This is an optimization exercise on Yosys and OpenROAD, whose aim is small area and few clock cycles, not a production implementation.
Power is estimated from default activity; no workload was simulated.

==> module hdlc_rx32, before the edit <==
module hdlc_rx32 (
    input  wire        clk,
    input  wire        rst,
    input  wire        rx_valid,
    output wire        rx_ready,
    input  wire [31:0] rx_data,
    input  wire  [2:0] rx_len,
    input  wire        rx_clear,
    output wire        pl_valid,
    input  wire        pl_ready,
    output wire [31:0] pl_data,
    output wire  [2:0] pl_len,
    output wire        pl_end,
    output wire        pl_crc_ok,
    output wire        pl_abort
);
    localparam [7:0]  FLAG = 8'h7E;
    localparam [7:0]  ESC  = 8'h7D;
    localparam [15:0] RESIDUE = 16'hF0B8;
    reg        open_r;      
    reg        ne_r;        
    reg        esc_r;       
    reg  [1:0] hc_r;        
    reg  [7:0] h0_r;        
    reg  [7:0] h1_r;        
    reg [15:0] crc_r;       
    reg        half_r;      
    wire [15:0] b = half_r ? rx_data[31:16] : rx_data[15:0];
    wire [7:0]  b0 = b[7:0];
    wire [7:0]  b1 = b[15:8];
    wire        in0 = 1'b1;                                   
    wire        in1 = half_r ? rx_len[2] : (rx_len[2] | rx_len[1]);
    wire        more = !half_r && (rx_len[2] | (&rx_len[1:0]));   
    wire f0 = in0 && (b0 == FLAG);
    wire f1 = in1 && (b1 == FLAG);
    wire x0 = (b0 == ESC);
    wire x1 = (b1 == ESC);
    wire end0  = f0 && open_r && ne_r;
    wire bd0   = !f0 && open_r;                   
    wire i0    = bd0 && !esc_r && x0;             
    wire v0    = bd0 && !i0;                      
    wire [7:0] u0 = b0 ^ {2'b00, esc_r, 5'b00000};
    wire o1    = f0 || open_r;                    
    wire n1    = !f0 && (ne_r || bd0);            
    wire e1    = i0;                              
    wire end1  = f1 && o1 && n1;
    wire bd1   = in1 && !f1 && o1;
    wire i1    = bd1 && !e1 && x1;
    wire v1    = bd1 && !i1;
    wire [7:0] u1 = b1 ^ {2'b00, e1, 5'b00000};
    wire has_end = end0 || end1;
    wire hin  = !f0 || end0;                      
    wire [1:0] hce = hin ? hc_r : 2'd0;
    wire       v1n = v1 && !end0;
    reg  [2:0] nemit;
    reg        tge2;
    always @(*) begin
        case ({hce, v0, v1n})
            4'b00_00:                     begin tge2 = 1'b0; nemit = 3'd0; end
            4'b00_01, 4'b00_10, 4'b01_00: begin tge2 = 1'b0; nemit = has_end ? 3'd1 : 3'd0; end
            4'b00_11, 4'b01_01, 4'b01_10, 4'b10_00: begin tge2 = 1'b1; nemit = 3'd0; end
            4'b01_11, 4'b10_01, 4'b10_10: begin tge2 = 1'b1; nemit = 3'd1; end
            4'b10_11:                     begin tge2 = 1'b1; nemit = 3'd2; end
            default:                      begin tge2 = 1'b1; nemit = 3'd0; end
        endcase
    end
    wire [7:0] slot0 = (hce == 2'd2) ? h0_r : (hce == 2'd1) ? h1_r : u0;
    assign pl_data = {b, h1_r, slot0};
    wire [15:0] cs0, cs1;
    wire [15:0] ca0 = crc_r;
    crc16_x25_byte u_s0 (.crc_in(ca0), .data(u0), .crc_out(cs0));
    wire [15:0] ca1 = f0 ? 16'hFFFF : (v0 ? cs0 : ca0);
    crc16_x25_byte u_s1 (.crc_in(ca1), .data(u1), .crc_out(cs1));
    wire [15:0] ca2 = f1 ? 16'hFFFF : (v1 ? cs1 : ca1);
    wire esc_at_end = end0 ? esc_r : e1;
    wire crc_good = ((end0 ? ca0 : ca1) == RESIDUE) && !esc_at_end && tge2;
    wire ev = rx_clear ? (open_r && ne_r) : (has_end || nemit != 3'd0);
    assign pl_valid  = rx_valid && ev;
    assign pl_len    = rx_clear ? 3'd0 : nemit;
    assign pl_end    = rx_clear || has_end;
    assign pl_crc_ok = !rx_clear && crc_good;
    assign pl_abort  = rx_clear;
    wire go = rx_valid && pl_ready;
    assign rx_ready = pl_ready && (rx_clear || !more);
    wire o2 = f1 || o1;
    wire n2 = !f1 && (n1 || bd1);
    wire e2 = f1 ? 1'b0 : (bd1 ? i1 : e1);
    wire [2:0] kb = f1 ? 3'd0 :
                    f0 ? {2'b00, v1} :
                    {1'b0, hc_r} + {2'b00, v0} + {2'b00, v1};
    always @(posedge clk) begin
        if (rst) begin
            open_r <= 1'b0;
            hc_r   <= 2'd0;
            half_r <= 1'b0;
        end else if (go) begin
            if (rx_clear) begin
                open_r <= 1'b0;
                half_r <= 1'b0;
            end else begin
                open_r <= o2;
                ne_r   <= n2;
                esc_r  <= e2;
                hc_r   <= (kb >= 3'd2) ? 2'd2 : kb[1:0];
                crc_r  <= ca2;
                if (v1) begin
                    h0_r <= v0 ? u0 : h1_r;
                    h1_r <= u1;
                end else if (v0) begin
                    h0_r <= h1_r;
                    h1_r <= u0;
                end
                half_r <= more;
            end
        end
    end
endmodule
Settings: LEC_CHECK=0, CAP_MARGIN=20, CORE_MARGIN=2, CORE_UTILIZATION=40, SLEW_MARGIN=20; clock period 5.5 ns.
standard.sh (not shown) runs the stock make flow with config.mk's settings and CLKGATE_MAP_FILE= SYNTH_SCRIPT=/design/flow/synth_recipe.tcl, a recipe that flattens the netlist after the stock synthesis.
==> flow/flow/run.sh <==
#!/bin/bash
# Layout flow: the standard flow (standard.sh, ORFS synth to finish) with
# two changes:
#  - ABC maps the logic with flow/abc_area.script (structural choices, then
#    delay mapping with area recovery) in place of ORFS's speed script,
#    which upsizes every gate; synthesis is otherwise unchanged, so the
#    registers are the standard synthesis's;
#  - the port buffers are buf_1 cells instead of the default buffer cell.
# Each step's full log stays in orfs/logs/; make's own output goes to
# flow_make.log in the work folder.
set -euo pipefail
W=$PWD
rm -rf "$W/scripts_local"
cp -r "$FLOW_HOME/scripts" "$W/scripts_local"
cp "$W/flow/abc_area.script" "$W/scripts_local/abc_speed.script"
bash "$W/standard.sh" SCRIPTS_DIR="$W/scripts_local" \
    BUFFER_PORTS_ARGS="-buffer_cell sky130_fd_sc_hd__buf_1" finish \
    > "$W/flow_make.log" 2>&1
==> flow/flow/abc_area.script <==
&get -n
&st
&dch
&nf -R 1000
&put
topo
Change:
--- a/flow/design.v
+++ b/flow/design.v
@@ -34,17 +34,17 @@
 );
     localparam [7:0]  FLAG = 8'h7E;
     localparam [7:0]  ESC  = 8'h7D;
     localparam [15:0] RESIDUE = 16'hF0B8;
     reg        open_r;      
-    reg        ne_r;        
     reg        esc_r;       
     reg  [1:0] hc_r;        
     reg  [7:0] h0_r;        
     reg  [7:0] h1_r;        
     reg [15:0] crc_r;       
     reg        half_r;      
+    wire        ne_r = (hc_r != 2'd0) || esc_r;
     wire [15:0] b = half_r ? rx_data[31:16] : rx_data[15:0];
     wire [7:0]  b0 = b[7:0];
     wire [7:0]  b1 = b[15:8];
     wire        in0 = 1'b1;                                   
     wire        in1 = half_r ? rx_len[2] : (rx_len[2] | rx_len[1]);
@@ -65,10 +65,15 @@
     wire bd1   = in1 && !f1 && o1;
     wire i1    = bd1 && !e1 && x1;
     wire v1    = bd1 && !i1;
     wire [7:0] u1 = b1 ^ {2'b00, e1, 5'b00000};
     wire has_end = end0 || end1;
+    wire [7:0] b2 = rx_data[23:16];
+    wire [7:0] b3 = rx_data[31:24];
+    wire fast = !half_r && rx_len[2] && !rx_clear && open_r && (hc_r == 2'd2) &&
+                !f0 && !x0 && !f1 && !x1 &&
+                (b2 != FLAG) && (b2 != ESC) && (b3 != FLAG) && (b3 != ESC);
     wire hin  = !f0 || end0;                      
     wire [1:0] hce = hin ? hc_r : 2'd0;
     wire       v1n = v1 && !end0;
     reg  [2:0] nemit;
     reg        tge2;
@@ -81,29 +86,31 @@
             4'b10_11:                     begin tge2 = 1'b1; nemit = 3'd2; end
             default:                      begin tge2 = 1'b1; nemit = 3'd0; end
         endcase
     end
     wire [7:0] slot0 = (hce == 2'd2) ? h0_r : (hce == 2'd1) ? h1_r : u0;
-    assign pl_data = {b, h1_r, slot0};
+    assign pl_data = {u1, u0, h1_r, slot0};
     wire [15:0] cs0, cs1;
     wire [15:0] ca0 = crc_r;
     crc16_x25_byte u_s0 (.crc_in(ca0), .data(u0), .crc_out(cs0));
     wire [15:0] ca1 = f0 ? 16'hFFFF : (v0 ? cs0 : ca0);
     crc16_x25_byte u_s1 (.crc_in(ca1), .data(u1), .crc_out(cs1));
     wire [15:0] ca2 = f1 ? 16'hFFFF : (v1 ? cs1 : ca1);
+    wire [15:0] cs2, cs3;
+    crc16_x25_byte u_s2 (.crc_in(ca2), .data(b2), .crc_out(cs2));
+    crc16_x25_byte u_s3 (.crc_in(cs2), .data(b3), .crc_out(cs3));
     wire esc_at_end = end0 ? esc_r : e1;
     wire crc_good = ((end0 ? ca0 : ca1) == RESIDUE) && !esc_at_end && tge2;
     wire ev = rx_clear ? (open_r && ne_r) : (has_end || nemit != 3'd0);
     assign pl_valid  = rx_valid && ev;
-    assign pl_len    = rx_clear ? 3'd0 : nemit;
+    assign pl_len    = rx_clear ? 3'd0 : fast ? 3'd4 : nemit;
     assign pl_end    = rx_clear || has_end;
     assign pl_crc_ok = !rx_clear && crc_good;
     assign pl_abort  = rx_clear;
     wire go = rx_valid && pl_ready;
-    assign rx_ready = pl_ready && (rx_clear || !more);
+    assign rx_ready = pl_ready && (rx_clear || !more || fast);
     wire o2 = f1 || o1;
-    wire n2 = !f1 && (n1 || bd1);
     wire e2 = f1 ? 1'b0 : (bd1 ? i1 : e1);
     wire [2:0] kb = f1 ? 3'd0 :
                     f0 ? {2'b00, v1} :
                     {1'b0, hc_r} + {2'b00, v0} + {2'b00, v1};
     always @(posedge clk) begin
@@ -113,13 +120,17 @@
             half_r <= 1'b0;
         end else if (go) begin
             if (rx_clear) begin
                 open_r <= 1'b0;
                 half_r <= 1'b0;
+            end else if (fast) begin
+                esc_r  <= 1'b0;
+                crc_r  <= cs3;
+                h0_r   <= b2;
+                h1_r   <= b3;
             end else begin
                 open_r <= o2;
-                ne_r   <= n2;
                 esc_r  <= e2;
                 hc_r   <= (kb >= 3'd2) ? 2'd2 : kb[1:0];
                 crc_r  <= ca2;
                 if (v1) begin
                     h0_r <= v0 ? u0 : h1_r;
After rerunning: The new run passed the timing, DRC and antenna checks. Via count went up by 43%. Die area goes up by 25%. Design area increases by 36%. Total power climbs by 15%. Synthesized cell count rose by 36%. Worst hold slack improves by 18 ps. Sequential share of layout area goes down by 8.6 points. Cell count rose by 36%.
Function was not checked in any run of this note: the RTL went through the layout flow alone.

[what the ideal ports hide]
The results above use ideal ports. As a check the final layouts listed here were re-extracted and re-timed, cells and wires unchanged. Step 1: set_driving_cell puts a clkbuf_16 on clk and a buf_2 on each other input, an assumption about the parent block. Step 2 adds t to the input delays and takes it off the output delays; t is the mean of the earliest and latest rising clock arrival at the registers after step 1. Input paths then give back, and output paths get back, about the clock's delay inside the block. Three values: ideal, step 1, step 2; two values: the first two.
run | shift t [ns] | setup WS [ns] | worst register clock-pin slew, ns
the first run | 0.323 | 0.414 / 0.392 / 0.392 | 0.09 / 0.09
the second run | 0.330 | 0.200 / 0.195 / -0.116 | 0.09 / 0.09
Met with ideal ports but missed after step 2: setup timing in the second run. For the second run, which loses most, drivers alone change the setup slack by -0.005 ns; drivers and shift together by -0.316 ns.
